Source: an optimization exercise on an open RTL-to-GDS flow (aim: a short achievable clock period). Production flows keep margins and buffers that such runs may drop.
RTL that was checked went through simulation tests only; none was proved equivalent to the original.
For runs 1, 2 and 6, only the layout was checked, not whether the RTL still works.
In run 6 the design's own scripts or RTL, not TritonCTS, make the clock network.
The clock port is modelled as an ideal driver, which makes a skipped or thinned clock tree look cheaper than it is; a real chip needs a root buffer or a tree.
No activity file was given, so power comes from the tool's default toggle rates.

$ cat design.v
module fcp #(
    parameter PMAX = 64                  
) (
    input  wire        clk,
    input  wire        rst,              
    input  wire        req_valid,
    input  wire [35:0] req,
    output reg         rsp_valid,
    output reg  [49:0] rsp
);
    localparam [7:0] PROTO_VER = 8'h03;
    localparam [7:0] CS_INIT   = 8'hFF;
    function [7:0] ks_add;
        input [7:0] x;
        input [7:0] y;
        input       ci;
        reg   [7:0] g0, p0, g1, p1, g2, p2, g3;
        reg   [8:0] c;
        integer n;
        begin
            g0 = x & y;
            p0 = x ^ y;
            g0[0] = g0[0] | (p0[0] & ci);
            for (n = 0; n < 8; n = n + 1) begin
                if (n >= 1) begin
                    g1[n] = g0[n] | (p0[n] & g0[n-1]);
                    p1[n] = p0[n] & p0[n-1];
                end else begin
                    g1[n] = g0[n];
                    p1[n] = p0[n];
                end
            end
            for (n = 0; n < 8; n = n + 1) begin
                if (n >= 2) begin
                    g2[n] = g1[n] | (p1[n] & g1[n-2]);
                    p2[n] = p1[n] & p1[n-2];
                end else begin
                    g2[n] = g1[n];
                    p2[n] = p1[n];
                end
            end
            for (n = 0; n < 8; n = n + 1) begin
                if (n >= 4)
                    g3[n] = g2[n] | (p2[n] & g2[n-4]);
                else
                    g3[n] = g2[n];
            end
            c[0] = ci;
            for (n = 0; n < 8; n = n + 1)
                c[n+1] = g3[n];
            ks_add = p0 ^ c[7:0];
        end
    endfunction
    function [7:0] add3;
        input [7:0] x;
        input [7:0] y;
        input [7:0] z;
        reg   [7:0] s, m;
        begin
            s    = x ^ y ^ z;
            m    = (x & y) | (x & z) | (y & z);
            add3 = ks_add(s, {m[6:0], 1'b0}, 1'b0);
        end
    endfunction
    wire [3:0]  opsel = req[35:32];
    wire [31:0] arg   = req[31:0];
    wire [7:0]  b     = arg[7:0];
    wire [15:0] s_len = arg[31:16];
    reg         st_idle, st_fill, st_emit;    
    reg  [7:0]  acc_a;       
    reg  [7:0]  acc_q;       
    reg  [7:0]  t_type;
    reg  [7:0]  t_id;
    reg  [6:0]  t_len;       
    reg  [PMAX:0]   pc;      
    reg  [6:0]  prem;        
    reg         plast;       
    reg         wen;         
    reg  [7:0]  wd;
    reg  [6:0]  kh;          
    reg  [6:0]  eidx;
    reg         elast;       
    reg         sp;          
    reg  [5:0]  hc;          
    reg         hvalid;
    reg  [47:0] hdr;         
    reg  [7:0]  pbuf [0:PMAX-1];
    wire o_csinit  = (opsel == 4'h1);
    wire o_csadd   = (opsel == 4'h2);
    wire o_csfin   = (opsel == 4'h3);
    wire o_encst   = (opsel == 4'h4);
    wire o_encpay  = (opsel == 4'h5);
    wire o_encemit = (opsel == 4'h6);
    wire o_abort   = (opsel == 4'h7);
    wire o_push    = (opsel == 4'h8);
    wire o_get     = (opsel == 4'h9);
    wire o_hdclr   = (opsel == 4'hA);
    wire o_pack    = (opsel == 4'hB);
    wire o_unpack  = (opsel == 4'hC);
    wire o_ill     = (opsel[3:2] == 2'b11) && (opsel[1:0] != 2'b00);
    wire len_hi0   = ~|s_len[15:7];
    wire len_lo0   = ~|s_len[5:0];
    wire len_zero  = len_hi0 && !s_len[6] && len_lo0;
    wire len_big   = !len_hi0 || (s_len[6] && !len_lo0);
    wire len_nz_ok = len_hi0 && (s_len[6] ? len_lo0 : !len_lo0);    
    wire v         = req_valid && !rst;
    wire a_csinit  = v && o_csinit && st_idle;
    wire a_csadd   = v && o_csadd  && st_idle;
    wire a_encst   = v && o_encst  && st_idle && !len_big;
    wire a_encpay  = v && o_encpay && st_fill;
    wire a_emit    = v && o_encemit && st_emit;
    wire a_abort   = v && o_abort;
    wire a_push    = v && o_push;
    wire a_hdclr   = v && o_hdclr;
    wire [7:0]  pay_head = sp ? pbuf[1] : pbuf[0];
    wire [7:0]  ebyte = ({8{kh[0]}} & ~acc_a)
                      | ({8{kh[1]}} & PROTO_VER)
                      | ({8{kh[2]}} & t_type)
                      | ({8{kh[3]}} & t_id)
                      | ({8{kh[4]}} & {1'b0, t_len})
                      | ({8{kh[6]}} & pay_head);
    wire [47:0] hdr_g = hdr & {48{hvalid}};
    wire g_cs   = o_csfin && st_idle;
    wire g_em   = o_encemit && st_emit;
    wire [1:0]  status;
    assign status[0] = ((o_csinit || o_csadd || o_csfin || o_encst) && !st_idle)
                     || (o_encpay && !st_fill)
                     || (o_encemit && !st_emit)
                     || (o_get && !hvalid)
                     || o_ill;
    assign status[1] = (o_encst && st_idle && len_big) || o_ill;
    wire [31:0] pack_w   = {arg[27:6], arg[5:0], 4'b0000};
    wire [31:0] unpack_w = {arg[2:0], arg[3], arg[31:10], arg[9:4]};
    wire [47:0] data = ({48{g_cs}}     & {40'd0, ~acc_a})
                     | ({48{g_em}}     & {39'd0, elast, ebyte})
                     | ({48{o_push}}   & {47'd0, hc[5]})
                     | ({48{o_get}}    & hdr_g)
                     | ({48{o_pack}}   & {16'd0, pack_w})
                     | ({48{o_unpack}} & {16'd0, unpack_w});
    always @(posedge clk) begin
        rsp_valid <= v;
        rsp       <= {status, data};
    end
    wire stay = !rst && !a_abort;
    always @(posedge clk) begin
        st_idle <= rst || a_abort
                || (st_idle && !a_encst)
                || (a_emit && elast);
        st_fill <= stay && ((st_fill && !(a_encpay && plast))
                         || (a_encst && !len_zero));
        st_emit <= stay && ((st_emit && !(a_emit && elast))
                         || (a_encpay && plast)
                         || (a_encst && len_zero));
    end
    wire [7:0] acc_fold = ks_add(acc_a, acc_q, 1'b0);
    wire [7:0] acc_add  = add3(acc_a, acc_q, b);
    wire [7:0] acc_hdr  = add3(arg[7:0], arg[15:8], 8'd2);    
    always @(posedge clk) begin
        if (rst || a_csinit)
            acc_a <= CS_INIT;
        else if (a_encst)
            acc_a <= acc_hdr;
        else if (a_csadd || a_encpay)
            acc_a <= acc_add;
        else
            acc_a <= acc_fold;
        acc_q <= a_encst ? s_len[7:0] : 8'd0;
    end
    always @(posedge clk) begin
        if (st_idle) begin
            t_type <= arg[7:0];
            t_id   <= arg[15:8];
            t_len  <= s_len[6:0];
        end
    end
    always @(posedge clk) begin
        if (st_idle) begin
            pc    <= {{PMAX{1'b0}}, 1'b1};
            prem  <= s_len[6:0];
            plast <= (s_len[6:0] == 7'd1);
        end else if (a_encpay) begin
            pc    <= {pc[PMAX-1:0], 1'b0};
            prem  <= prem - 7'd1;
            plast <= (prem == 7'd2);
        end
        wen <= a_encpay;
        wd  <= b;
    end
    integer i;
    always @(posedge clk) begin
        for (i = 0; i < PMAX; i = i + 1) begin
            if (sp) begin
                if (i < PMAX - 1)
                    pbuf[i] <= pbuf[i+1];
            end else if (wen && pc[i+1]) begin
                pbuf[i] <= wd;
            end
        end
    end
    always @(posedge clk) begin
        if (!st_emit) begin
            kh    <= 7'b0000001;
            eidx  <= 7'd0;
            elast <= 1'b0;
        end else if (a_emit) begin
            kh    <= kh[6] ? kh : {kh[5:0], 1'b0};
            eidx  <= eidx + 7'd1;
            elast <= (eidx == t_len + 7'd4);
        end
        sp <= a_emit && kh[6];
    end
    always @(posedge clk) begin
        if (rst || a_hdclr) begin
            hc     <= 6'b000001;
            hvalid <= 1'b0;
        end else if (a_push) begin
            hc <= {hc[4:0], hc[5]};
            if (hc[0]) hvalid <= 1'b0;
            if (hc[5]) hvalid <= 1'b1;
        end
    end
    genvar g;
    generate
        for (g = 0; g < 6; g = g + 1) begin : g_hdr
            always @(posedge clk)
                if (a_push && hc[g])
                    hdr[8*g +: 8] <= b;
        end
    endgenerate
endmodule
$ cat run.sh
#!/bin/bash
# synth_recipe.tcl (not shown) runs the flow's synth.tcl, then flattens the netlist and writes it again
# the make line also repeats each setting of config.mk as NAME=value (left out here)
make -C /OpenROAD-flow-scripts/flow DESIGN_CONFIG=/design/flow/config.mk WORK_HOME=/design/flow/orfs CLKGATE_MAP_FILE= SYNTH_SCRIPT=/design/flow/synth_recipe.tcl finish
$ cat config.mk
export PLATFORM = sky130hd
export DESIGN_NAME = fcp
export DESIGN_NICKNAME = fcp
export VERILOG_FILES = /design/flow/design.v
export SDC_FILE = /design/flow/constraint.sdc
export NUM_CORES = 4
export LEC_CHECK = 0
export ABC_CLOCK_PERIOD_IN_PS = 1000
export CAP_MARGIN = 20
export CORE_MARGIN = 2
export CORE_UTILIZATION = 60
export PLACE_DENSITY = 0.75
export SETUP_SLACK_MARGIN = 2.8
export SLEW_MARGIN = 20
$ cat constraint.sdc
create_clock -name core_clock -period 4.5 [get_ports {clk}]
set_input_delay 0.9000 -clock core_clock [delete_from_list [all_inputs] [get_ports {clk}]]
set_output_delay 0.9000 -clock core_clock [all_outputs]
set_load 0.01 [all_outputs]
==> run_results.csv, run 1 <==
group,metric,value,unit
pwr,peakVddDrop,0.000348,V
pwr,p_leak,14.1,nW
logic_synthesis,synth_top_flop_cell,"edfxtp_1",
final_layout,drive_above_1_share,21.0,%
logic_synthesis,synth_top_area_cell,"edfxtp_1",
logic_synthesis,ys_warn_count,2,
logic_synthesis,synth_area_leaders,"edfxtp_1 59%, nand2_1 15%, dfxtp_1 11%, clkbuf_1 1.9%, a21o_1 1.8%",
critical_path,r2r_setup_slack,1.75,ns
global_routing,grt_pass1_wl,121,mm
pwr,seq_power_share,53.3,%
clock_network,clk_latency,0.61,ns
critical_path,crit_type,"in2reg",
route,drtIter0Drc,2684,
timing,finalHoldViolCount,0,
timing,min_period_over_period,61.7,%
logic_synthesis,synth_edf_count,591,
pwr,power.switching,3.02,mW
route,ant_nets,0,
min_path,hold_depth,1,
clock_network,cts_buffers,74,
clock_network,htreeDepth,3,
logic_synthesis,synth_nets,2744,
route,viasPerCell,6.06,
timing,max_slew.worst_pin.slew,1.04,ns
logic_synthesis,syn_inst,2665,
outcome,status,"complete, no violations",
global_routing,grt_use_total,30.2,%
min_path,min_from,"hdr[37]",
critical_path,cp_data_arrival_time,3.32,ns
pwr,swShare,21.2,%
critical_path,cpMaxStageDelayCell,"fa_1",
clock_network,cts_sinks,758,
pwr,combPwrFrac,4.2,%
final_layout,final_nets,2883,
final_layout,antenna_cells,0,
floorplanning,design.die.area,51900,µm²
timing,rsz0062_at_grt,"yes",
min_path,min_to,"rsp[37]",
critical_path,cp.required,5.04,ns
route,route.detailed.drc,0,
pwr,p_int,11.2,mW
placement,dp_hpwl,38.5,mm
global_routing,grt_max_degree,149,
logic_synthesis,netlist.area_leader.share,59.0,%
critical_path,reg2reg_from,"acc_a[1]",
pwr,pwr-share-clk,42.6,%
critical_path,start_kind,"input pin",
timing,final_max_slew_viol_count,0,
floorplanning,core,49800,µm²
critical_path,cp-end-kind,"register",
critical_path,slowest_delay,0.53,ns
floorplanning,die_x,228,µm
clock_network,clock_path_buffers,3,
logic_synthesis,yosysSeqAreaShare,70.1,%
clock_network,cts_tree,"done",
logic_synthesis,synth_cell_types,60,
placement,dp_slack,0.762,ns
logic_synthesis,syn_area,30100,µm²
placement,gp_congestion,0.897,
floorplanning,die_h,228,µm
global_routing,antenna_found_initial,0,
route,drt_wl_total,82.2,mm
final_layout,final_cell_mix,"1108 x nand2_1, 591 x edfxtp_1, 122 x dfxtp_1, 81 x clkbuf_16",
timing,slew_headroom,30.6,%
clock_network,cts_hold_buf,0,
critical_path,reg2reg_depth,14,
logic_synthesis,ys_ff_latch,758,
critical_path,critPathMostFrequentCell,"buf_4",
timing,period_needed,2.78,ns
clock_network,clkTransAtPathRegs,0.06,ns
min_path,hold_path_class,"reg2reg",
logic_synthesis,synth_async_sr_flop_share,0,%
floorplanning,ioPinCount,90,
floorplanning,rows,82,
flow_run,cap_violations,0,
clock_network,root_buffer,"clkbuf_16",
critical_path,worstPathMaxFanout,2,
route,detailroute.via_count,21400,
route,post_drt_wl_per_cell,23.3,µm
timing,clock.fmax,0.360,GHz
placement,io_buffers,89,
timing,setup-tns-final,0,ns
pwr,power_density,387,nW/µm²
route,firstDrtPassIters,8,
logic_synthesis,syn_avg_cell_area,11.3,µm²
timing,setup-violations-final,0,
critical_path,cp_cell_sequence,"buf_8, fa_1, ha_4, fa_2, a211oi_2, buf_4, buf_4, buf_4, buf_4, buf_4, buf_4, nor2_2, nor3_2, a211oi_2, o21ai_1",
timing,setup_slack,1.72,ns
global_routing,grt_pass1_vias,21200,
global_routing,grt_overflow,0,
critical_path,r2r_end,"acc_a[5]",
final_layout,area_delta_synth_final,22.5,%
floorplanning,initial_core_util,60.4,%
final_layout,final_common_cell,"nand2_1",
timing,clock_skew,0.0209,ns
registers in the layout (all words and copies together), names as in the netlist:
register,flops
acc_a,8
acc_q,8
eidx,7
elast,1
hc,6
hdr,48
hvalid,1
kh,7
pbuf,512
pc,65
plast,1
prem,7
rsp,50
rsp_valid,1
sp,1
st_emit,1
st_fill,1
st_idle,1
t_id,8
t_len,7
t_type,8
wd,8
wen,1
worst max-delay path, delay by kind of cell:
family | cells | cell delay (ns)
adders and majority gates | 3 | 1.11
and+or+nand+nor | 2 | 0.21
AOI/OAI and AO/OA | 3 | 0.39
buffers and inverters | 7 | 0.70
Yosys cell counts, drive strengths merged, types with 4 or more instances:
master     n
o21ai     36
fa        10
o21bai     5
xor2       8
and2      30
nor3       5
a21o      71
xnor2     28
nor2b     14
a211oi    10
o211ai     9
a22oi      9
mux2i      9
nand2   1181
a222oi    28
ha        30
dfxtp    167
buf       22
nand2b    10
edfxtp   591
nor2      34
clkbuf   155
a221oi     4
inv       48
and3       6
nand3     13
a21oi     91
logic make-up (layout without fill, tap and decap cells):
kind of cell	after synthesis	after routing	synth area share, %
AOI/OAI and AO/OA	281	281	6.29
xor gates and xnor gates	36	36	1.05
adders and majority gates	40	40	1.91
buffers and inverters	225	408	2.92
DFF	758	758	70.1
muxes	12	12	0.412
other	1	1	0.0125
and+or+nand+nor	1312	1328	17.3
power by group through the flow:
stage	Clock [mW]	Sequential [mW]	Combinational (mW)
global route	6.35	7.59	0.635
finish	6.07	7.59	0.593
CTS	6.07	7.59	0.551
floorplan	0	7.73	0.272
global placement	0	7.73	0.477
detailed placement	0	7.73	0.490
how the worst max path moves through the flow:
stage,start,to,slack (ns),depth (start not counted)
2_1_floorplan,req[1],acc_a[7],1.44,9
3_3_place_gp,req[1],acc_a[7],0.74,10
3_5_place_dp,req[1],acc_a[7],0.76,10
4_1_cts,req[1],acc_a[7],1.78,10
5_1_grt,req[1],acc_a[7],1.60,10
6_report,req[1],acc_a[5],1.72,15
repair_timing:
| action | 4_1_cts | 5_1_grt |
|---|---|---|
| endpoints found under the setup margin | 1262 | 311 |
| gates resized for setup | 552 | 214 |
| pin swaps | 109 | 78 |
| setup buffers | 68 | 18 |
| gates cloned | 28 | 9 |
through the flow:
stage | std cells | cell area (µm²) | util (%) | total power [mW] | hold slack, ns
5_1_grt | 3536 | 36800 | 74.0 | 14.6 | 0.473
3_5_place_dp | 3277 | 31600 | 63.4 | 8.22 | 0.433
6_report | 3536 | 36800 | 74.0 | 14.2 | 0.446
2_1_floorplan | 2665 | 30500 | - | 8.00 | 0.409
3_3_place_gp | 3277 | 31600 | 63.4 | 8.21 | 0.429
4_1_cts | 3509 | 35700 | 71.8 | 14.2 | 0.447
final cells by class:
cell class | count | area, µm²
flip-flops and latches | 758 | 21200
fillers | 2930 | 12900
multi-input cells | 1698 | 9460
repair buffers | 222 | 2790
clock buffers | 108 | 2080
well taps | 672 | 841
clock inverters | 28 | 249
inverters | 48 | 193
repair inverters | 2 | 46.3
layer usage:
layer | wire [µm] | global-route usage (%) | up-vias
met5 | 0 | 0 | -
met4 | 3800 | 13.5 | 0
met3 | 8380 | 5.55 | 275
met2 | 39700 | 49.0 | 1302
met1 | 30400 | 40.3 | 10500
li1 | - | - | 9322
==> run 2, diff against run 1 <==
--- a/config.mk
+++ b/config.mk
@@ -6,9 +6,9 @@
 export NUM_CORES = 4
 export LEC_CHECK = 0
-export ABC_CLOCK_PERIOD_IN_PS = 1000
+export ABC_CLOCK_PERIOD_IN_PS = 1500
 export CAP_MARGIN = 20
 export CORE_MARGIN = 2
-export CORE_UTILIZATION = 60
-export PLACE_DENSITY = 0.75
+export CORE_UTILIZATION = 40
+export PLACE_DENSITY = 0.6
 export SETUP_SLACK_MARGIN = 2.8
 export SLEW_MARGIN = 20
==> run_results.csv, run 2 <==
group,metric,value,unit
timing,max_slew.worst_pin.slew,0.819,ns
critical_path,cpMaxStageDelayCell,"fa_1",
logic_synthesis,ys_warn_count,2,
route,route.met3.wl,4.84,mm
critical_path,crit_family,"adder cells",
min_path,hold_path_class,"reg2reg",
timing,final_max_slew_viol_count,0,
logic_synthesis,ys_ff_latch,758,
final_layout,drive_above_1_share,17.6,%
critical_path,cp-end-kind,"register",
final_layout,final_common_cell,"nand2_1",
final_layout,regMostFlops,"pbuf",
final_layout,area_delta_synth_final,22.2,%
route,detailroute.via_count,20300,
placement,io_buffers,89,
final_layout,final_nets,2882,
logic_synthesis,synth_top_area_cell,"edfxtp_1",
critical_path,cp.required,5.05,ns
pwr,peakVddDrop,0.000268,V
logic_synthesis,synth_area_leaders,"edfxtp_1 59%, nand2_1 15%, dfxtp_1 11%, clkbuf_1 1.9%, a21o_1 1.8%",
logic_synthesis,synth_top_flop_cell,"edfxtp_1",
logic_synthesis,synth_common_cells,"1181 x nand2_1, 591 x edfxtp_1, 167 x dfxtp_1",
clock_network,clk_latency,0.63,ns
logic_synthesis,syn_inst,2665,
final_layout,reg.largest.list,"pbuf (512), pc (65), rsp (50)",
timing,finalHoldViolCount,0,
clock_network,cts_tree,"done",
logic_synthesis,synth_nets,2744,
global_routing,grt_use_total,19.8,%
global_routing,grt_max_degree,108,
critical_path,worstPathMaxFanout,2,
route,viasPerCell,5.30,
final_layout,antenna_cells,0,
flow_run,cap_violations,0,
logic_synthesis,yosysMostFrequentCell,"nand2_1",
critical_path,cp_data_arrival_time,3.25,ns
logic_synthesis,syn_area,30100,µm²
timing,clock.fmax,0.371,GHz
logic_synthesis,syn_avg_cell_area,11.3,µm²
final_layout,fillers,6518,
clock_network,clock_path_buffers,3,
floorplanning,rows,100,
route,wl_met1,34.0,mm
critical_path,start_kind,"input pin",
floorplanning,design.die.area,77400,µm²
outcome,status,"complete, no violations",
route,post_drt_wl_per_cell,20.5,µm
pwr,power,14.9,mW
clock_network,cts_hold_buf,0,
timing,setup-tns-final,0,ns
timing,clock_skew,0.0231,ns
route,met2WireLength,37.6,mm
clock_network,cts_buffers,77,
route,ant_nets,0,
timing,setup-violations-final,0,
timing,timing.hold.ws,0.449,ns
global_routing,grt_pass1_wl,119,mm
critical_path,crit_type,"in2reg",
floorplanning,die_x,278,µm
route,drtIter0Drc,2099,
floorplanning,core,74400,µm²
clock_network,clkTransAtPathRegs,0.06,ns
final_layout,final_cell_mix,"1171 x nand2_1, 591 x edfxtp_1, 129 x dfxtp_1, 87 x a21oi_1, 83 x clkbuf_16",
timing,min_period_over_period,59.9,%
floorplanning,die_h,278,µm
critical_path,cp_cell_sequence,"buf_8, fa_1, ha_4, fa_2, a211oi_2, o21bai_1, a21oi_1, xnor2_1, mux2_2, o211ai_1",
global_routing,antenna_found_initial,0,
placement,gp_congestion,0.854,
route,drt_wl_total,78.7,mm
timing,rsz0062_at_grt,"yes",
timing,slew_headroom,45.4,%
global_routing,grt_overflow,0,
route,firstDrtPassIters,8,
placement,dp_hpwl,39.5,mm
pwr,p_leak,14.0,nW
clock_network,cts_sinks,758,
global_routing,grt_pass1_vias,20000,
logic_synthesis,synth_edf_count,591,
critical_path,crit_buf_inv,1,
final_layout,largest_register_ffs,512,
critical_path,slowest_delay,0.51,ns
clock_network,root_buffer,"clkbuf_16",
floorplanning,initial_core_util,40.4,%
route,top_layer,"met4",
logic_synthesis,yosysSeqAreaShare,70.1,%
route,route.detailed.drc,0,
pwr,power_density,405,nW/µm²
timing,period_needed,2.70,ns
floorplanning,ioPinCount,90,
logic_synthesis,synth_async_sr_flop_share,0,%
clock_network,htreeDepth,3,
logic_synthesis,synth_cell_types,60,
logic_synthesis,netlist.area_leader.share,59.0,%
[run 2: cell counts after synthesis]
No cell type changed its count.
[run 2: cell families (layout without fill, tap and decap cells)]
group / after synthesis / in the layout / synth area share, %
multiplexers: 12 / 12 / 0.412
flip-flops: 758 / 758 / 70.1
AND/OR/NAND/NOR: 1312 / 1323 / 17.3
other: 1 / 1 / 0.0125
buffers and inverters: 225 / 416 / 2.92
AO/OA/AOI/OAI: 281 / 281 / 6.29
XOR/XNOR: 36 / 36 / 1.05
adder cells (fa/ha/maj): 40 / 40 / 1.91
[run 2: worst paths after layout]
check	endpoint	depth (start not counted)	slack, ns	start
setup / recovery	acc_a[7]	10	1.80	req[1]
hold / removal	rsp[37]	1	0.45	hdr[37]
hold reg to reg	rsp[37]	1	0.45	hdr[37]
setup reg to reg	acc_a[7]	9	1.84	acc_a[1]
[run 2: layer usage]
layer | vias to the layer above | track usage [%]
met1 | 10100 | 26.9
met3 | 154 | 3.06
li1 | 9329 | -
met2 | 689 | 32.6
met5 | - | 0
met4 | 0 | 6.38
[run 2: area by class of cell]
type / instances / area [µm²] / share of cell area (%)
sequential: 758 / 21200 / 57.6
clock buffer: 99 / 2140 / 5.84
multi-input combinational: 1693 / 8840 / 24.1
tap: 969 / 1210 / 3.30
inverter: 48 / 188 / 0.511
clock inverter: 44 / 495 / 1.35
timing repair buffer: 225 / 2700 / 7.36
[run 2: where the power goes]
group	switching (mW)	leakage [nW]	internal [mW]	total, mW
Clock	2.80	1.29	3.87	6.67
Combinational	0.382	5.95	0.249	0.631
Sequential	0.0253	6.73	7.56	7.58
[run 2: through the flow]
step	instance area, µm²	instances	util (%)	setup WS, ns
detailed placement	31900	3578	42.9	0.806
floorplan	30500	2665	-	1.44
CTS	36200	3808	48.6	1.81
finish	36700	3836	49.3	1.80
global placement	31900	3578	42.9	0.741
global route	36700	3836	49.3	1.74
[run 2: what timing repair did]
action,CTS,global route
setup buffers,63,20
resized for setup,507,86
pin swaps,51,35
setup endpoints to repair,1278,380
gates cloned,24,8
==> run 3, diff against run 2 <==
--- a/design.v
+++ b/design.v
@@ -11,54 +11,55 @@
     localparam [7:0] PROTO_VER = 8'h03;
     localparam [7:0] CS_INIT   = 8'hFF;
-    function [7:0] ks_add;
+    function [7:0] pp_add;
         input [7:0] x;
         input [7:0] y;
-        input       ci;
-        reg   [7:0] g0, p0, g1, p1, g2, p2, g3;
-        reg   [8:0] c;
+        reg   [7:0] g, p, t, g1, t1, g2, t2, g3;
         integer n;
         begin
-            g0 = x & y;
-            p0 = x ^ y;
-            g0[0] = g0[0] | (p0[0] & ci);
+            g = x & y;
+            p = x ^ y;
+            t = x | y;
             for (n = 0; n < 8; n = n + 1) begin
                 if (n >= 1) begin
-                    g1[n] = g0[n] | (p0[n] & g0[n-1]);
-                    p1[n] = p0[n] & p0[n-1];
+                    g1[n] = g[n] | ((x[n] & x[n-1]) & y[n-1])
+                                 | ((y[n] & x[n-1]) & y[n-1]);
+                    t1[n] = t[n] & t[n-1];
                 end else begin
-                    g1[n] = g0[n];
-                    p1[n] = p0[n];
+                    g1[n] = g[n];
+                    t1[n] = t[n];
                 end
             end
             for (n = 0; n < 8; n = n + 1) begin
                 if (n >= 2) begin
-                    g2[n] = g1[n] | (p1[n] & g1[n-2]);
-                    p2[n] = p1[n] & p1[n-2];
+                    g2[n] = g1[n] | (t1[n] & g1[n-2]);
+                    t2[n] = t1[n] & t1[n-2];
                 end else begin
                     g2[n] = g1[n];
-                    p2[n] = p1[n];
+                    t2[n] = t1[n];
                 end
             end
             for (n = 0; n < 8; n = n + 1) begin
                 if (n >= 4)
-                    g3[n] = g2[n] | (p2[n] & g2[n-4]);
+                    g3[n] = g2[n] | (t2[n] & g2[n-4]);
                 else
                     g3[n] = g2[n];
             end
-            c[0] = ci;
-            for (n = 0; n < 8; n = n + 1)
-                c[n+1] = g3[n];
-            ks_add = p0 ^ c[7:0];
+            pp_add = p ^ {g3[6:0], 1'b0};
         end
     endfunction
-    function [7:0] add3;
+    function [7:0] csa_s;
         input [7:0] x;
         input [7:0] y;
         input [7:0] z;
-        reg   [7:0] s, m;
+        csa_s = x ^ y ^ z;
+    endfunction
+    function [7:0] csa_c;
+        input [7:0] x;
+        input [7:0] y;
+        input [7:0] z;
+        reg   [7:0] m;
         begin
-            s    = x ^ y ^ z;
-            m    = (x & y) | (x & z) | (y & z);
-            add3 = ks_add(s, {m[6:0], 1'b0}, 1'b0);
+            m     = (x & y) | (x & z) | (y & z);
+            csa_c = {m[6:0], 1'b0};
         end
     endfunction
@@ -68,6 +69,6 @@
     wire [15:0] s_len = arg[31:16];
     reg         st_idle, st_fill, st_emit;    
-    reg  [7:0]  acc_a;       
-    reg  [7:0]  acc_q;       
+    reg  [7:0]  acc_s;       
+    reg  [7:0]  acc_c;
     reg  [7:0]  t_type;
     reg  [7:0]  t_id;
@@ -114,5 +115,6 @@
     wire a_hdclr   = v && o_hdclr;
     wire [7:0]  pay_head = sp ? pbuf[1] : pbuf[0];
-    wire [7:0]  ebyte = ({8{kh[0]}} & ~acc_a)
+    wire [7:0]  acc_n = ~pp_add(acc_s, acc_c);     
+    wire [7:0]  ebyte = ({8{kh[0]}} & acc_n)
                       | ({8{kh[1]}} & PROTO_VER)
                       | ({8{kh[2]}} & t_type)
@@ -132,5 +134,5 @@
     wire [31:0] pack_w   = {arg[27:6], arg[5:0], 4'b0000};
     wire [31:0] unpack_w = {arg[2:0], arg[3], arg[31:10], arg[9:4]};
-    wire [47:0] data = ({48{g_cs}}     & {40'd0, ~acc_a})
+    wire [47:0] data = ({48{g_cs}}     & {40'd0, acc_n})
                      | ({48{g_em}}     & {39'd0, elast, ebyte})
                      | ({48{o_push}}   & {47'd0, hc[5]})
@@ -153,17 +155,17 @@
                          || (a_encst && len_zero));
     end
-    wire [7:0] acc_fold = ks_add(acc_a, acc_q, 1'b0);
-    wire [7:0] acc_add  = add3(acc_a, acc_q, b);
-    wire [7:0] acc_hdr  = add3(arg[7:0], arg[15:8], 8'd2);    
-    always @(posedge clk) begin
-        if (rst || a_csinit)
-            acc_a <= CS_INIT;
-        else if (a_encst)
-            acc_a <= acc_hdr;
-        else if (a_csadd || a_encpay)
-            acc_a <= acc_add;
-        else
-            acc_a <= acc_fold;
-        acc_q <= a_encst ? s_len[7:0] : 8'd0;
+    wire [7:0] hs1 = csa_s(arg[7:0], arg[15:8], s_len[7:0]);
+    wire [7:0] hc1 = csa_c(arg[7:0], arg[15:8], s_len[7:0]);
+    always @(posedge clk) begin
+        if (rst || a_csinit) begin
+            acc_s <= CS_INIT;
+            acc_c <= 8'd0;
+        end else if (a_encst) begin
+            acc_s <= csa_s(hs1, hc1, 8'd2);
+            acc_c <= csa_c(hs1, hc1, 8'd2);
+        end else if (a_csadd || a_encpay) begin
+            acc_s <= csa_s(acc_s, acc_c, b);
+            acc_c <= csa_c(acc_s, acc_c, b);
+        end
     end
     always @(posedge clk) begin
==> run_results.csv, run 3 <==
group,metric,value,unit
final_layout,largest_register_ffs,512,
critical_path,worstPathMaxFanout,7,
logic_synthesis,ys_warn_count,2,
clock_network,cts_buffers,81,
route,wl_met1,35.3,mm
critical_path,cp-startpoint,"req[16]",
timing,rsz0062_at_grt,"yes",
final_layout,final_common_cell,"nand2_1",
timing,clock.fmax,0.486,GHz
logic_synthesis,syn_area,30300,µm²
final_layout,area_delta_synth_final,27.9,%
final_layout,fin_cells,3882,
global_routing,antenna_found_initial,0,
logic_synthesis,synth_async_sr_flop_share,0,%
timing,final_max_slew_viol_count,0,
placement,gp_congestion,0.876,
route,met2WireLength,37.6,mm
floorplanning,design.die.area,77900,µm²
route,drt_wl_total,80.4,mm
route,top_layer,"met4",
route,viasPerCell,5.38,
clock_network,clock_path_buffers,3,
logic_synthesis,synth_edf_count,591,
min_path,min_from,"hdr[34]",
timing,period_needed,2.06,ns
clock_network,clk_latency,0.64,ns
route,detailroute.via_count,20900,
critical_path,reg2reg_from,"sp",
final_layout,drive_above_1_share,25.3,%
route,route.met3.wl,5.30,mm
placement,post-place-cells,3581,
timing,slew_headroom,38.1,%
logic_synthesis,netlist.area_leader.share,58.7,%
clock_network,htreeDepth,3,
logic_synthesis,yosysMostFrequentCell,"nand2_1",
global_routing,grt_pass1_wl,121,mm
logic_synthesis,synth_common_cells,"1170 x nand2_1, 591 x edfxtp_1, 166 x clkbuf_1, 166 x dfxtp_1, 82 x a21oi_1",
global_routing,grt_pass1_vias,20700,
floorplanning,die_h,279,µm
final_layout,final_nets,2917,
timing,setup-tns-final,0,ns
pwr,power,14.8,mW
floorplanning,die_x,279,µm
logic_synthesis,synth_top_area_cell,"edfxtp_1",
logic_synthesis,syn_inst,2673,
critical_path,cp_data_arrival_time,2.59,ns
placement,dp_hpwl,40.8,mm
floorplanning,initial_core_util,40.5,%
timing,finalHoldViolCount,0,
logic_synthesis,synth_cell_types,68,
logic_synthesis,ys_ff_latch,757,
final_layout,reg.largest.list,"pbuf (512), pc (65), rsp (50)",
route,route.detailed.drc,0,
clock_network,cts_sinks,757,
route,ant_nets,0,
critical_path,start_kind,"input pin",
timing,max_slew.worst_pin.slew,0.927,ns
critical_path,crit_type,"in2reg",
min_path,hold_path_class,"reg2reg",
global_routing,grt_overflow,0,
logic_synthesis,yosysSeqAreaShare,69.6,%
logic_synthesis,synth_top_flop_cell,"edfxtp_1",
logic_synthesis,synth_area_leaders,"edfxtp_1 59%, nand2_1 15%, dfxtp_1 11%, clkbuf_1 2.1%, a21o_1 1.6%",
pwr,power_density,383,nW/µm²
flow_run,cap_violations,0,
floorplanning,rows,100,
timing,setup-violations-final,0,
clock_network,cts_tree,"done",
route,drtIter0Drc,1845,
pwr,p_leak,14.9,nW
final_layout,regMostFlops,"pbuf",
outcome,status,"complete, no violations",
floorplanning,ioPinCount,90,
pwr,peakVddDrop,0.000278,V
route,firstDrtPassIters,7,
logic_synthesis,syn_avg_cell_area,11.3,µm²
clock_network,root_buffer,"clkbuf_16",
logic_synthesis,synth_nets,2747,
final_layout,final_cell_mix,"1091 x nand2_1, 591 x edfxtp_1, 112 x dfxtp_1, 94 x clkbuf_16, 81 x buf_6",
final_layout,fillers,6310,
clock_network,clkTransAtPathRegs,0.06,ns
placement,io_buffers,89,
critical_path,cp-end-kind,"register",
timing,min_period_over_period,45.7,%
global_routing,grt_max_degree,108,
route,post_drt_wl_per_cell,20.7,µm
timing,clock_skew,0.0354,ns
critical_path,cp.required,5.03,ns
floorplanning,core,74700,µm²
global_routing,grt_use_total,19.9,%
-- run 3: what timing repair did --
action,4_1_cts,5_1_grt
pin swaps,42,107
gates resized for setup,563,256
endpoints found under the hold margin,0,0
cloned,19,11
endpoints found under the setup margin,1270,608
hold buffers,0,0
setup buffers,88,30
-- run 3: per-layer routing --
layer  vias to the layer above  global-route usage (%)
met5                         -                       0
li1                       9457                       -
met2                       754                    32.0
met3                       161                    4.09
met1                     10500                    27.2
met4                         0                    6.36
-- run 3: area by class of cell --
class	instances	area, µm²	area share, %
clock buffer	123	2380	6.15
timing repair buffer	266	3320	8.58
sequential	757	21200	54.6
antenna	1	2.50	0.00646
tap	969	1210	3.13
timing repair inverter	3	62.6	0.162
clock inverter	29	310	0.802
multi-input combinational	1668	9980	25.8
inverter	66	289	0.747
-- run 3: logic make-up (layout without fill, tap and decap cells) --
logic type / count (synthesis) / after routing / synth area share, %
AOI/OAI and AO/OA: 271 / 271 / 6.25
xor gates and xnor gates: 27 / 27 / 0.782
adders and majority gates: 35 / 35 / 1.77
buffers and inverters: 252 / 487 / 3.20
DFF: 757 / 757 / 69.6
muxes: 29 / 29 / 0.997
other: 0 / 1 / 0
and+or+nand+nor: 1302 / 1306 / 17.4
-- run 3: path summary, 6_finish.rpt --
kind	end	slack (ns)	depth (start not counted)
max	acc_s[1]	2.44	6
min	rsp[34]	0.45	1
max reg2reg	rsp[7]	2.69	4
min reg2reg	rsp[34]	0.45	1
-- run 3: worst max-delay path: stages --
cell	delay, ns
clkdlybuf4s15_1	0.49
inv_1	0.20
fa_2	0.37
ha_1	0.29
nand2_1	0.07
mux2_4	0.27
-- run 3: report_power, final --
group / switching [mW] / internal, mW / total (mW)
Sequential: 0.0254 / 7.55 / 7.58
Combinational: 0.353 / 0.218 / 0.571
Clock: 2.81 / 3.88 / 6.69
Total: 3.19 / 11.6 / 14.8
-- run 3: stage by stage --
| stage | utilization (%) | worst slack, ns | hold WS, ns | cell area, µm² |
|---|---|---|---|---|
| finish | 51.8 | 2.44 | 0.447 | 38700 |
| floorplan | - | 1.88 | 0.409 | 31300 |
| detailed placement | 43.7 | 0.988 | 0.441 | 32600 |
| global placement | 43.7 | 1.12 | 0.435 | 32600 |
| CTS | 49.9 | 2.46 | 0.451 | 37300 |
| global route | 51.8 | 2.45 | 0.446 | 38700 |
==> run 4, diff against run 3 <==
==> config.mk (replaced) <==
export PLATFORM = sky130hd
export DESIGN_NAME = fcp
export DESIGN_NICKNAME = fcp
export VERILOG_FILES = /design/flow/design.v
export SDC_FILE = /design/flow/constraint.sdc
export NUM_CORES = 4
export LEC_CHECK = 0
export ABC_CLOCK_PERIOD_IN_PS = 800
export CAP_MARGIN = 20
export CORE_MARGIN = 2
export CORE_UTILIZATION = 55
export PLACE_DENSITY = 0.7
export SETUP_SLACK_MARGIN = 2.5
export SLEW_MARGIN = 20
==> run_results.csv, run 4 <==
group,metric,value,unit
outcome,status,"complete, no violations",
logic_synthesis,synth_area_leaders,"edfxtp_1 59%, nand2_1 15%, dfxtp_1 11%, clkbuf_1 2.1%, a21o_1 1.6%",
timing,max_slew.worst_pin.slew,0.821,ns
route,ant_nets,0,
pwr,power.switching,2.99,mW
route,drt_wl_total,70.6,mm
final_layout,final_util,64.5,%
logic_synthesis,synth_nets,2747,
critical_path,cp_cell_sequence,"buf_8, or4_4, o31a_4, or3_4, a211o_1",
placement,gp_congestion,0.876,
min_path,hold_path_class,"reg2reg",
pwr,peakVddDrop,0.000299,V
pwr,p_int,11.3,mW
logic_synthesis,netlist.area_leader.share,58.7,%
clock_network,cts_sinks,757,
final_layout,final_cell_mix,"1163 x nand2_1, 591 x edfxtp_1, 140 x dfxtp_1, 80 x clkbuf_16, 78 x a21oi_1",
pwr,pwr-share-clk,43.6,%
clock_network,clk_latency,0.62,ns
timing,clock_skew,0.0269,ns
final_layout,antenna_cells,0,
global_routing,grt_pass1_vias,20000,
timing,rsz0062_at_grt,"yes",
min_path,min_from,"hdr[4]",
logic_synthesis,ys_warn_count,2,
timing,finalHoldViolCount,0,
timing,setup-tns-final,0,ns
clock_network,root_buffer,"clkbuf_16",
timing,period_needed,2.07,ns
logic_synthesis,synth_top_flop_cell,"edfxtp_1",
final_layout,fillers,3999,
critical_path,cp.required,4.99,ns
critical_path,cp-startpoint,"req[21]",
logic_synthesis,yosysSeqAreaShare,69.6,%
logic_synthesis,synth_cell_types,68,
final_layout,reg.largest.list,"pbuf (512), pc (65), rsp (50)",
placement,io_buffers,89,
logic_synthesis,ys_ff_latch,757,
clock_network,cts_buffers,76,
clock_network,htreeDepth,3,
pwr,swShare,20.9,%
placement,dp_hpwl,39.2,mm
floorplanning,design.die.area,56900,µm²
route,route.detailed.drc,0,
logic_synthesis,yosysMostFrequentCell,"nand2_1",
flow_run,cap_violations,0,
floorplanning,initial_core_util,55.9,%
logic_synthesis,syn_area,30300,µm²
timing,setup-violations-final,0,
final_layout,drive_above_1_share,13.3,%
clock_network,clkTransAtPathRegs,0.06,ns
global_routing,antenna_found_initial,0,
floorplanning,die_x,239,µm
global_routing,grt_overflow,0,
critical_path,slowest_delay,0.54,ns
logic_synthesis,synth_common_cells,"1170 x nand2_1, 591 x edfxtp_1, 166 x clkbuf_1, 166 x dfxtp_1, 82 x a21oi_1",
logic_synthesis,synth_top_area_cell,"edfxtp_1",
critical_path,crit_type,"in2reg",
pwr,seq_power_share,53.0,%
pwr,p_leak,13.5,nW
critical_path,cp-end-kind,"register",
global_routing,grt_use_total,25.0,%
route,firstDrtPassIters,12,
route,detailroute.via_count,20200,
floorplanning,ioPinCount,90,
final_layout,regMostFlops,"pbuf",
global_routing,grt_pass1_wl,112,mm
route,viasPerCell,5.76,
final_layout,final_common_cell,"nand2_1",
critical_path,cp_data_arrival_time,2.56,ns
timing,clock.fmax,0.483,GHz
critical_path,start_kind,"input pin",
global_routing,grt_max_degree,217,
clock_network,cts_tree,"done",
floorplanning,core,54100,µm²
timing,final_max_slew_viol_count,0,
pwr,power,14.3,mW
pwr,combPwrFrac,3.4,%
pwr,power_density,409,nW/µm²
route,post_drt_wl_per_cell,20.2,µm
logic_synthesis,synth_async_sr_flop_share,0,%
route,drtIter0Drc,2158,
final_layout,largest_register_ffs,512,
clock_network,clock_path_buffers,3,
critical_path,worstPathMaxFanout,6,
floorplanning,rows,85,
critical_path,reg2reg_from,"sp",
logic_synthesis,syn_avg_cell_area,11.3,µm²
final_layout,area_delta_synth_final,15.4,%
floorplanning,die_h,239,µm
critical_path,cpMaxStageDelayCell,"or4_4",
timing,slew_headroom,45.3,%
logic_synthesis,syn_inst,2673,
final_layout,final_nets,2814,
timing,min_period_over_period,46.0,%
logic_synthesis,synth_edf_count,591,
clock_network,cts_hold_buf,0,
[run 4: stage by stage]
step	setup slack [ns]	hold slack [ns]	instance area [µm²]	instances
final	2.43	0.449	34900	3498
after global placement	1.02	0.433	31700	3301
after CTS	2.45	0.441	34800	3494
after detailed placement	0.919	0.437	31700	3301
after floorplan	1.88	0.409	30600	2673
after global routing	2.41	0.475	34900	3498
[run 4: area by class of cell]
| class | count | area [µm²] | area share (%) |
|---|---|---|---|
| clock inverters | 38 | 357 | 1.02 |
| inverters | 66 | 268 | 0.767 |
| repair buffers | 171 | 1560 | 4.48 |
| clock buffers | 102 | 2090 | 6.00 |
| flip-flops and latches | 757 | 21100 | 60.5 |
| multi-input cells | 1668 | 8640 | 24.7 |
| well taps | 696 | 871 | 2.49 |
[run 4: kinds of logic after synthesis]
group / synth area share [%]
simple gates: 17.4
mux: 0.997
xor+xnor: 0.782
buf+inv: 3.20
fa+ha+maj: 1.77
compound gates: 6.25
flops: 69.6
[run 4: what timing repair did]
item / 4_1_cts / 5_1_grt
pin swaps: 16 / 12
endpoints found under the setup margin: 1187 / 134
resized for setup: 369 / 45
setup buffers: 44 / 3
cloned: 9 / 1
endpoints found under the hold margin: 0 / 0
[run 4: path summary, 6_finish.rpt]
check,slack (ns),cells past startpoint,to
min reg2reg,0.45,2,rsp[4]
min,0.45,2,rsp[4]
max,2.43,5,acc_s[7]
max reg2reg,2.57,4,pbuf[57][7]
[run 4: layer usage]
| layer | track usage, % | up-vias | routed length (µm) |
|---|---|---|---|
| met5 | 0 | - | 0 |
| met4 | 8.48 | 0 | 1780 |
| met3 | 4.35 | 130 | 5430 |
| met2 | 38.5 | 796 | 32300 |
| met1 | 36.4 | 10000 | 31100 |
| li1 | - | 9221 | - |
[run 4: worst max-delay path: cells and delay by family]
kind                   cells  cell delay, ns
AO/OA/AOI/OAI              2            0.60
AND/OR/NAND/NOR            2            0.96
buffers and inverters      1            0.10
[run 4: power by group through the flow]
stage	Clock [mW]	Combinational (mW)	Sequential, mW
after CTS	6.31	0.478	7.57
after global placement	0	0.440	7.72
final	6.23	0.484	7.58
after global routing	6.61	0.531	7.57
after floorplan	0	0.241	7.72
after detailed placement	0	0.449	7.72
==> run 5, diff against run 4 <==
--- a/config.mk
+++ b/config.mk
@@ -9,6 +9,6 @@
 export CAP_MARGIN = 20
 export CORE_MARGIN = 2
-export CORE_UTILIZATION = 55
-export PLACE_DENSITY = 0.7
+export CORE_UTILIZATION = 40
+export PLACE_DENSITY = 0.6
 export SETUP_SLACK_MARGIN = 2.5
 export SLEW_MARGIN = 20
==> run_results.csv, run 5 <==
group,metric,value,unit
outcome,status,"complete, no violations",
logic_synthesis,synth_async_sr_flop_share,0,%
placement,post-place-cells,3580,
placement,dp_hpwl,40.3,mm
logic_synthesis,synth_common_cells,"1170 x nand2_1, 591 x edfxtp_1, 166 x clkbuf_1, 166 x dfxtp_1, 82 x a21oi_1",
global_routing,antenna_found_initial,1,
placement,gp_congestion,0.885,
timing,setup_slack,2.43,ns
floorplanning,initial_core_util,40.5,%
route,firstDrtPassIters,6,
critical_path,crit_type,"in2reg",
global_routing,grt_use_total,18.1,%
timing,rsz0062_at_grt,"yes",
pwr,p_int,11.9,mW
final_layout,area_delta_synth_final,18.4,%
global_routing,grtUsageMet1,24.9,%
global_routing,grt_overflow,0,
floorplanning,core,74700,µm²
logic_synthesis,synth_nets,2747,
clock_network,cts_tree,"done",
logic_synthesis,ys_ff_latch,757,
global_routing,grt_util_met2,29.0,%
pwr,p_leak,13.7,nW
clock_network,cts_hold_buf,0,
clock_network,root_buffer,"clkbuf_16",
final_layout,design_area,35800,µm²
timing,period_needed,2.07,ns
global_routing,grt_pass1_vias,19700,
final_layout,largest_register_ffs,512,
clock_network,cts_sinks,757,
route,detailroute.via_count,19600,
critical_path,slowest_delay,0.55,ns
logic_synthesis,yosysSeqAreaShare,69.6,%
pwr,combPwrFrac,3.3,%
final_layout,fillers,6548,
floorplanning,die_x,279,µm
final_layout,final_cell_mix,"1163 x nand2_1, 591 x edfxtp_1, 124 x dfxtp_1, 89 x clkbuf_16, 77 x a21oi_1",
timing,finalHoldViolCount,0,
timing,max_slew.worst_pin.slew,0.760,ns
logic_synthesis,syn_area,30300,µm²
pwr,power.switching,3.08,mW
pwr,peakVddDrop,0.000308,V
critical_path,reg2reg_from,"sp",
critical_path,r2r_end,"pbuf[34][2]",
logic_synthesis,syn_avg_cell_area,11.3,µm²
timing,slew_headroom,49.3,%
timing,min_period_over_period,45.9,%
floorplanning,rows,100,
placement,io_buffers,89,
critical_path,cp_cell_sequence,"buf_8, or4_4, o31a_4, or3_4, a211o_1",
final_layout,regMostFlops,"pbuf",
final_layout,final_common_cell,"nand2_1",
critical_path,cp-startpoint,"req[21]",
floorplanning,die_h,279,µm
flow_run,cap_violations,0,
placement,dp_slack,1.02,ns
logic_synthesis,synth_edf_count,591,
critical_path,crit_family,"simple AND/OR/NAND/NOR gates",
critical_path,crit_cells,5,
global_routing,grt_max_degree,216,
global_routing,busiest_layer,"met2",
clock_network,clkTransAtPathRegs,0.06,ns
critical_path,cp_data_arrival_time,2.57,ns
pwr,seq_power_share,50.7,%
route,drtIter0Drc,1703,
logic_synthesis,synth_top_flop_cell,"edfxtp_1",
critical_path,worstPathMaxFanout,5,
timing,final_max_slew_viol_count,0,
pwr,swShare,20.6,%
min_path,hold_path_class,"reg2reg",
placement,placed_area,32100,µm²
logic_synthesis,syn_inst,2673,
pwr,pwr-share-clk,46.0,%
timing,clock_skew,0.0299,ns
logic_synthesis,synth_area_leaders,"edfxtp_1 59%, nand2_1 15%, dfxtp_1 11%, clkbuf_1 2.1%, a21o_1 1.6%",
critical_path,reg2reg_depth,4,
floorplanning,ioPinCount,90,
critical_path,cp.required,5.01,ns
clock_network,htreeDepth,3,
pwr,power_density,417,nW/µm²
floorplanning,design.die.area,77900,µm²
route,viasPerCell,5.18,
route,route.detailed.drc,0,
clock_network,clk_latency,0.62,ns
final_layout,reg.largest.list,"pbuf (512), pc (65), rsp (50)",
timing,clock.fmax,0.484,GHz
clock_network,clock_path_buffers,3,
critical_path,crit_end,"acc_s[7]",
route,post_drt_wl_per_cell,18.8,µm
critical_path,r2r_setup_slack,2.55,ns
timing,setup-violations-final,0,
critical_path,cp-end-kind,"register",
logic_synthesis,yosysMostFrequentCell,"nand2_1",
global_routing,grt_pass1_wl,111,mm
logic_synthesis,synth_top_area_cell,"edfxtp_1",
logic_synthesis,ys_warn_count,2,
critical_path,crit_buf_inv,1,
logic_synthesis,netlist.area_leader.share,58.7,%
final_layout,drive_above_1_share,14.3,%
final_layout,fin_cells,3781,
global_routing,gr-usage-met3,3.23,%
timing,setup-tns-final,0,ns
critical_path,cpMaxStageDelayCell,"or4_4",
route,ant_nets,0,
critical_path,start_kind,"input pin",
clock_network,cts_buffers,81,
route,drt_wl_total,71.2,mm
logic_synthesis,synth_cell_types,68,
final_layout,final_nets,2819,
run 5: cell counts after synthesis:
No cell type changed its count.
run 5: logic make-up after synthesis:
group / share of synthesized area, %
xor+xnor: 0.782
flops: 69.6
compound gates: 6.25
simple gates: 17.4
fa+ha+maj: 1.77
buf+inv: 3.20
mux: 0.997
run 5: per-stage QoR:
step / utilization (%) / hold WS, ns / total power, mW
finish: 48.0 / 0.439 / 14.9
global route: 48.0 / 0.447 / 15.4
CTS: 47.6 / 0.444 / 15.1
detailed placement: 43.0 / 0.437 / 8.18
global placement: 43.0 / 0.434 / 8.17
floorplan: - / 0.409 / 7.96
run 5: area by class of cell:
class / instances / area, µm² / share of cell area, %
sequential: 757 / 21100 / 59.0
multi-input combinational: 1664 / 8600 / 24.0
clock buffer: 105 / 2300 / 6.43
timing repair buffer: 175 / 1830 / 5.11
tap: 969 / 1210 / 3.38
clock inverter: 44 / 470 / 1.31
inverter: 66 / 265 / 0.740
antenna: 1 / 2.50 / 0.00699
run 5: routing by layer:
layer  wire, µm  part of all wire, %
met3       3810                  5.3
met4       1940                  2.7
met5          0                    0
met2      33400                   47
met1      32100                   45
run 5: timing repair:
item / 4_1_cts / 5_1_grt
pin swaps: 16 / 9
endpoints found under the setup margin: 1090 / 330
gates resized for setup: 388 / 58
setup buffers: 38 / 7
gates cloned: 4 / 2
run 5: worst reg2reg max path: cells and delay by family, from the launching register on:
family,cells,cell delay [ns]
buf+inv,3,0.60
compound gates,1,0.60
flops,1,0.41
run 5: how the worst min path moves through the flow:
stage / cells past startpoint / from / end / slack, ns
6_report: 2 / hdr[30] / rsp[30] / 0.44
5_1_grt: 1 / req[20] / t_len[4] / 0.45
4_1_cts: 2 / hdr[30] / rsp[30] / 0.44
3_5_place_dp: 0 / wd[0] / pbuf[63][0] / 0.44
3_3_place_gp: 0 / wd[5] / pbuf[63][5] / 0.43
2_1_floorplan: 0 / wd[0] / pbuf[63][0] / 0.41
run 5: power groups by stage:
| stage | Combinational (mW) | Clock [mW] | Sequential (mW) |
|---|---|---|---|
| 2_1_floorplan | 0.241 | 0 | 7.72 |
| 6_report | 0.488 | 6.88 | 7.58 |
| 5_1_grt | 0.542 | 7.29 | 7.58 |
| 3_3_place_gp | 0.451 | 0 | 7.72 |
| 3_5_place_dp | 0.461 | 0 | 7.72 |
| 4_1_cts | 0.485 | 7.02 | 7.58 |
==> run 6, diff against run 5 <==
--- a/design.v
+++ b/design.v
@@ -74,7 +74,8 @@
     reg  [7:0]  t_id;
     reg  [6:0]  t_len;       
-    reg  [PMAX:0]   pc;      
+    reg  [PMAX-1:0] pc;      
     reg  [6:0]  prem;        
-    reg         plast;       
+    reg         prem1;       
+    reg         prem2;       
     reg         wen;         
     reg  [7:0]  wd;
@@ -105,4 +106,5 @@
     wire len_big   = !len_hi0 || (s_len[6] && !len_lo0);
     wire len_nz_ok = len_hi0 && (s_len[6] ? len_lo0 : !len_lo0);    
+    wire plast     = wen ? prem2 : prem1;
     wire v         = req_valid && !rst;
     wire a_csinit  = v && o_csinit && st_idle;
@@ -178,11 +180,13 @@
     always @(posedge clk) begin
         if (st_idle) begin
-            pc    <= {{PMAX{1'b0}}, 1'b1};
+            pc    <= {{(PMAX-1){1'b0}}, 1'b1};
             prem  <= s_len[6:0];
-            plast <= (s_len[6:0] == 7'd1);
-        end else if (a_encpay) begin
-            pc    <= {pc[PMAX-1:0], 1'b0};
+            prem1 <= (s_len[6:0] == 7'd1);
+            prem2 <= (s_len[6:0] == 7'd2);
+        end else if (wen) begin
+            pc    <= {pc[PMAX-2:0], 1'b0};
             prem  <= prem - 7'd1;
-            plast <= (prem == 7'd2);
+            prem1 <= (prem == 7'd2);
+            prem2 <= (prem == 7'd3);
         end
         wen <= a_encpay;
@@ -195,5 +199,5 @@
                 if (i < PMAX - 1)
                     pbuf[i] <= pbuf[i+1];
-            end else if (wen && pc[i+1]) begin
+            end else if (wen && pc[i]) begin
                 pbuf[i] <= wd;
             end
==> flow/run.sh (new file) <==
#!/bin/bash
# Standard layout, with the clock tree built by flow/tree.tcl (two levels of
# clkbuf_16) instead of TritonCTS. Full output of the ORFS run goes to
# flow_standard.log in the work folder; ORFS's own per-step logs stay under orfs/logs.
set -euo pipefail
W=$(pwd)
export PRE_CTS_TCL="$W/flow/tree.tcl"
bash standard.sh > "$W/flow_standard.log" 2>&1
==> flow/tree.tcl (new file) <==
# PRE_CTS hook: build a two-level clock tree by hand in place of TritonCTS.
# The clock port drives NROOT clkbuf_16 buffers; each drives the clkbuf_16
# leaf buffers of its region; each leaf drives at most LEAF_MAX flip-flops.
# Regions and leaf clusters come from recursive bisection of the flip-flop
# positions (alternating x and y at the median).

set LEAF_MAX 28
set NROOT_LEVELS 2   ;# 2 bisections -> 4 root buffers
set BUF sky130_fd_sc_hd__clkbuf_16

set db    [ord::get_db]
set block [ord::get_db_block]
set master [$db findMaster $BUF]
set clknet [$block findNet clk]

set sinks {}
foreach it [$clknet getITerms] {
  set inst [$it getInst]
  set bb [$inst getBBox]
  set x [expr {([$bb xMin] + [$bb xMax]) / 2}]
  set y [expr {([$bb yMin] + [$bb yMax]) / 2}]
  lappend sinks [list $x $y $it]
}
puts "tree.tcl: [llength $sinks] clock sinks"

proc bisect {items axis} {
  set s [lsort -integer -index $axis $items]
  set h [expr {[llength $s] / 2}]
  return [list [lrange $s 0 [expr {$h - 1}]] [lrange $s $h end]]
}

# split items until each part has at most max entries
proc split_to {items axis max} {
  if {[llength $items] <= $max} { return [list $items] }
  lassign [bisect $items $axis] a b
  set na [expr {1 - $axis}]
  return [concat [split_to $a $na $max] [split_to $b $na $max]]
}

proc split_levels {items axis levels} {
  if {$levels == 0} { return [list $items] }
  lassign [bisect $items $axis] a b
  set na [expr {1 - $axis}]
  return [concat [split_levels $a $na [expr {$levels - 1}]] [split_levels $b $na [expr {$levels - 1}]]]
}

proc centroid {items} {
  set sx 0; set sy 0
  foreach e $items { set sx [expr {$sx + [lindex $e 0]}]; set sy [expr {$sy + [lindex $e 1]}] }
  set n [llength $items]
  return [list [expr {$sx / $n}] [expr {$sy / $n}]]
}

proc place_buf {block master name x y} {
  set inst [odb::dbInst_create $block $master $name]
  set w [[$inst getMaster] getWidth]
  set h [[$inst getMaster] getHeight]
  $inst setLocation [expr {$x - $w / 2}] [expr {$y - $h / 2}]
  $inst setPlacementStatus PLACED
  return $inst
}

set regions [split_levels $sinks 0 $NROOT_LEVELS]
set r 0
set nleaf 0
foreach reg $regions {
  set leaves [split_to $reg [expr {$NROOT_LEVELS % 2}] $LEAF_MAX]
  set rnet [odb::dbNet_create $block "clknet_r$r"]
  $rnet setSigType CLOCK
  set lc {}
  foreach lf $leaves {
    lassign [centroid $lf] x y
    lappend lc [list $x $y]
    set li [place_buf $block $master "clkbuf_leaf_r${r}_$nleaf" $x $y]
    set lnet [odb::dbNet_create $block "clknet_leaf_$nleaf"]
    $lnet setSigType CLOCK
    [$li findITerm X] connect $lnet
    [$li findITerm A] connect $rnet
    foreach e $lf {
      set it [lindex $e 2]
      $it disconnect
      $it connect $lnet
    }
    incr nleaf
  }
  lassign [centroid $lc] x y
  set ri [place_buf $block $master "clkbuf_root_$r" $x $y]
  [$ri findITerm X] connect $rnet
  [$ri findITerm A] connect $clknet
  incr r
}
$clknet setSigType CLOCK
puts "tree.tcl: $r root buffers, $nleaf leaf buffers"

global_connect
set_propagated_clock [all_clocks]

# TritonCTS is replaced by the tree above
rename clock_tree_synthesis clock_tree_synthesis_unused
proc clock_tree_synthesis {args} { puts "tree.tcl: clock tree built by hand, TritonCTS skipped" }
==> standard.sh (new file) <==
#!/bin/bash
# synth_recipe.tcl (not shown) runs the flow's synth.tcl, then flattens the netlist and writes it again
# the make line also repeats each setting of config.mk as NAME=value (left out here)
make -C /OpenROAD-flow-scripts/flow DESIGN_CONFIG=/design/flow/config.mk WORK_HOME=/design/flow/orfs CLKGATE_MAP_FILE= SYNTH_SCRIPT=/design/flow/synth_recipe.tcl "${@:-finish}"
removed: run.sh
==> run_results.csv, run 6 <==
group,metric,value,unit
final_layout,final_cell_mix,"1081 x nand2_1, 592 x edfxtp_1, 161 x dfxtp_1, 86 x nor2_1, 85 x mux2i_1",
critical_path,critPathMostFrequentCell,"or3_4",
critical_path,crit_cells,5,
clock_network,cts_hold_buf,0,
logic_synthesis,synth_area_leaders,"edfxtp_1 59%, nand2_1 13%, dfxtp_1 11%, mux2i_1 3.0%, clkbuf_1 1.9%",
critical_path,r2r_setup_slack,2.57,ns
timing,min_period_over_period,48.9,%
critical_path,crit_type,"in2reg",
final_layout,regMostFlops,"pbuf",
placement,placed_area,32300,µm²
critical_path,reg2reg_depth,4,
logic_synthesis,netlist.area_leader.share,58.6,%
logic_synthesis,yosysSeqAreaShare,69.5,%
timing,clock_skew,0.0220,ns
route,drtIter0Drc,1468,
global_routing,grt_pass1_wl,108,mm
logic_synthesis,synth_nets,2695,
floorplanning,die_h,279,µm
logic_synthesis,synth_cell_types,68,
final_layout,area_delta_synth_final,12.8,%
logic_synthesis,synth_edf_count,592,
route,post_drt_wl_per_cell,18.9,µm
timing,clock.fmax,0.454,GHz
min_path,hold_path_class,"reg2reg",
floorplanning,design.die.area,78000,µm²
critical_path,cp.required,4.79,ns
flow_run,cap_violations,0,
logic_synthesis,synth_compound_area_share,4.91,%
critical_path,cpMaxStageDelayCell,"or3_4",
pwr,peakVddDrop,0.000378,V
critical_path,slowest_delay,0.39,ns
critical_path,cp-end-kind,"register",
final_layout,final_nets,2733,
logic_synthesis,synth_top_family_by_area,"simple AND/OR/NAND/NOR gates",
final_layout,largest_register_ffs,512,
final_layout,final_common_cell,"nand2_1",
floorplanning,die_x,279,µm
logic_synthesis,synth_top_area_cell,"edfxtp_1",
logic_synthesis,syn_inst,2620,
critical_path,cp-startpoint,"req[21]",
pwr,power_density,336,nW/µm²
clock_network,clk_latency,0.39,ns
global_routing,grt_use_total,17.1,%
logic_synthesis,ys_ff_latch,757,
timing,finalHoldViolCount,0,
logic_synthesis,synth_top_flop_cell,"edfxtp_1",
route,route.detailed.drc,0,
logic_synthesis,synth_common_cells,"1087 x nand2_1, 592 x edfxtp_1, 165 x dfxtp_1",
timing,period_needed,2.20,ns
floorplanning,initial_core_util,40.6,%
logic_synthesis,synth_xor_area_share,0.722,%
timing,max_slew.worst_pin.slew,0.911,ns
critical_path,worstPathMaxFanout,5,
clock_network,clkTransAtPathRegs,0.09,ns
placement,gp_congestion,0.929,
placement,io_buffers,89,
route,drt_wl_total,68.7,mm
timing,slew_headroom,39.3,%
route,ant_nets,0,
final_layout,drive_above_1_share,9.11,%
outcome,status,"complete, no violations",
critical_path,crit_family,"simple AND/OR/NAND/NOR gates",
final_layout,design_area,34200,µm²
final_layout,antenna_cells,0,
global_routing,grt_max_degree,219,
global_routing,antenna_found_initial,0,
logic_synthesis,ys_warn_count,2,
critical_path,start_kind,"input pin",
final_layout,fillers,6789,
route,viasPerCell,5.28,
global_routing,grt_overflow,0,
logic_synthesis,synth_mux_area_share,3.08,%
logic_synthesis,syn_avg_cell_area,11.6,µm²
critical_path,cp_cell_sequence,"buf_8, or3_4, o41a_4, or3_4, a221o_1",
floorplanning,rows,100,
final_layout,reg.largest.list,"pbuf (512), pc (64), rsp (50)",
logic_synthesis,synth-simple-area-share,17.2,%
timing,rsz0062_at_grt,"yes",
floorplanning,ioPinCount,90,
global_routing,grt_pass1_vias,19400,
pwr,power,11.5,mW
route,detailroute.via_count,19200,
logic_synthesis,synthAdderAreaFrac,1.81,%
pwr,p_leak,12.9,nW
critical_path,crit_end,"st_idle",
placement,dp_hpwl,40.8,mm
logic_synthesis,syn_area,30300,µm²
critical_path,r2r_end,"rsp[7]",
timing,final_max_slew_viol_count,0,
route,firstDrtPassIters,6,
logic_synthesis,synth_async_sr_flop_share,0,%
critical_path,crit_buf_inv,1,
logic_synthesis,yosysMostFrequentCell,"nand2_1",
timing,setup-violations-final,0,
critical_path,reg2reg_from,"st_idle",
timing,setup-tns-final,0,ns
floorplanning,core,74700,µm²
critical_path,cp_data_arrival_time,2.49,ns
[run 6: per-stage QoR]
step | instances | worst slack [ns] | util, % | hold slack [ns]
final | 3625 | 2.30 | 45.8 | 0.441
after global routing | 3625 | 2.25 | 45.8 | 0.462
after CTS | 3610 | 2.23 | 45.4 | 0.445
after detailed placement | 3536 | 0.939 | 43.2 | 0.424
after global placement | 3536 | 1.01 | 43.2 | 0.421
after floorplan | 2620 | 1.87 | - | 0.408
[run 6: where the power goes]
group | total (mW) | internal, mW | switching, mW
clock | 3.43 | 1.44 | 1.99
sequential | 7.56 | 7.54 | 0.0219
combinational | 0.503 | 0.186 | 0.317
total | 11.5 | 9.17 | 2.33
[run 6: logic make-up after synthesis]
family	after synthesis
xor gates and xnor gates	25
adders and majority gates	36
muxes	93
and+or+nand+nor	1291
AOI/OAI and AO/OA	200
buffers and inverters	218
DFF	757
[run 6: how the worst min path moves through the flow]
stage	slack (ns)	depth (start not counted)	from	end
after CTS	0.44	1	hdr[45]	rsp[45]
after detailed placement	0.42	2	hdr[8]	rsp[8]
final	0.44	1	hdr[45]	rsp[45]
after global routing	0.46	1	hdr[34]	rsp[34]
after global placement	0.42	2	hdr[8]	rsp[8]
after floorplan	0.41	2	hdr[8]	rsp[8]
[run 6: routing by layer]
metal  up-vias  share of wire (%)  GRT usage [%]  wire length [µm]
met1      9676                 45           23.8             30800
met5         -                  0              0                 0
met2       444                 48           28.8             32700
li1       8927                  -              -                 -
met4         0                2.8           4.09              1890
met3       105                4.8           1.87              3300
[run 6: cell type report]
| type | instances | area (µm²) | area share (%) |
|---|---|---|---|
| Sequential cell | 757 | 21100 | 61.7 |
| Timing Repair Buffer | 176 | 1900 | 5.56 |
| Multi-Input combinational cell | 1645 | 8910 | 26.1 |
| Buffer | 36 | 901 | 2.63 |
| Inverter | 42 | 186 | 0.545 |
| Tap cell | 969 | 1210 | 3.54 |
[run 6: what timing repair did]
item                                    CTS  global route
endpoints found under the hold margin     0             0
buffers inserted                         30            14
pin swaps                                18            20
gates cloned                              8             1
endpoints found under the setup margin  942           351
gates resized for setup                 205            81

-- what the ideal ports hide --
In the flow no input, the clock included, has a driving cell. The finished layouts below were timed again as built, in two steps. Step 1 sets driving cells, clkbuf_16 on the clock port and buf_2 on the other inputs (assumed; they add their load-dependent delay and slew). Step 2 also shifts input and output timing later by t, the mid clock arrival at the registers, as if the neighbouring blocks saw the same clock. a / b / c = no drivers / after step 1 / after step 2; a / b = the first two.
run | t, ns | setup WS [ns] | hold slack, ns | latest minus earliest clock arrival (ns) | slew at the worst register clock pin (ns)
run 1 | 0.655 | 1.722 / 1.739 / 1.084 | 0.446 / 0.446 / 0.446 | 0.022 / 0.022 | 0.07 / 0.07
run 2 | 0.681 | 1.803 / 1.815 / 1.134 | 0.449 / 0.449 / 0.449 | 0.030 / 0.031 | 0.07 / 0.07
run 3 | 0.685 | 2.441 / 2.416 / 1.789 | 0.447 / 0.447 / 0.447 | 0.039 / 0.039 | 0.06 / 0.06
run 4 | 0.667 | 2.431 / 2.442 / 1.784 | 0.449 / 0.449 / 0.449 | 0.030 / 0.031 | 0.07 / 0.07
run 5 | 0.674 | 2.433 / 2.438 / 1.779 | 0.439 / 0.439 / 0.439 | 0.035 / 0.035 | 0.07 / 0.07
run 6 | 0.514 | 2.298 / 2.389 / 1.875 | 0.441 / 0.441 / 0.441 | 0.025 / 0.025 | 0.10 / 0.10
After both steps every run listed still meets setup and hold. For run 2, which loses most, drivers alone change the setup slack by +0.012 ns; drivers and shift together by -0.669 ns.
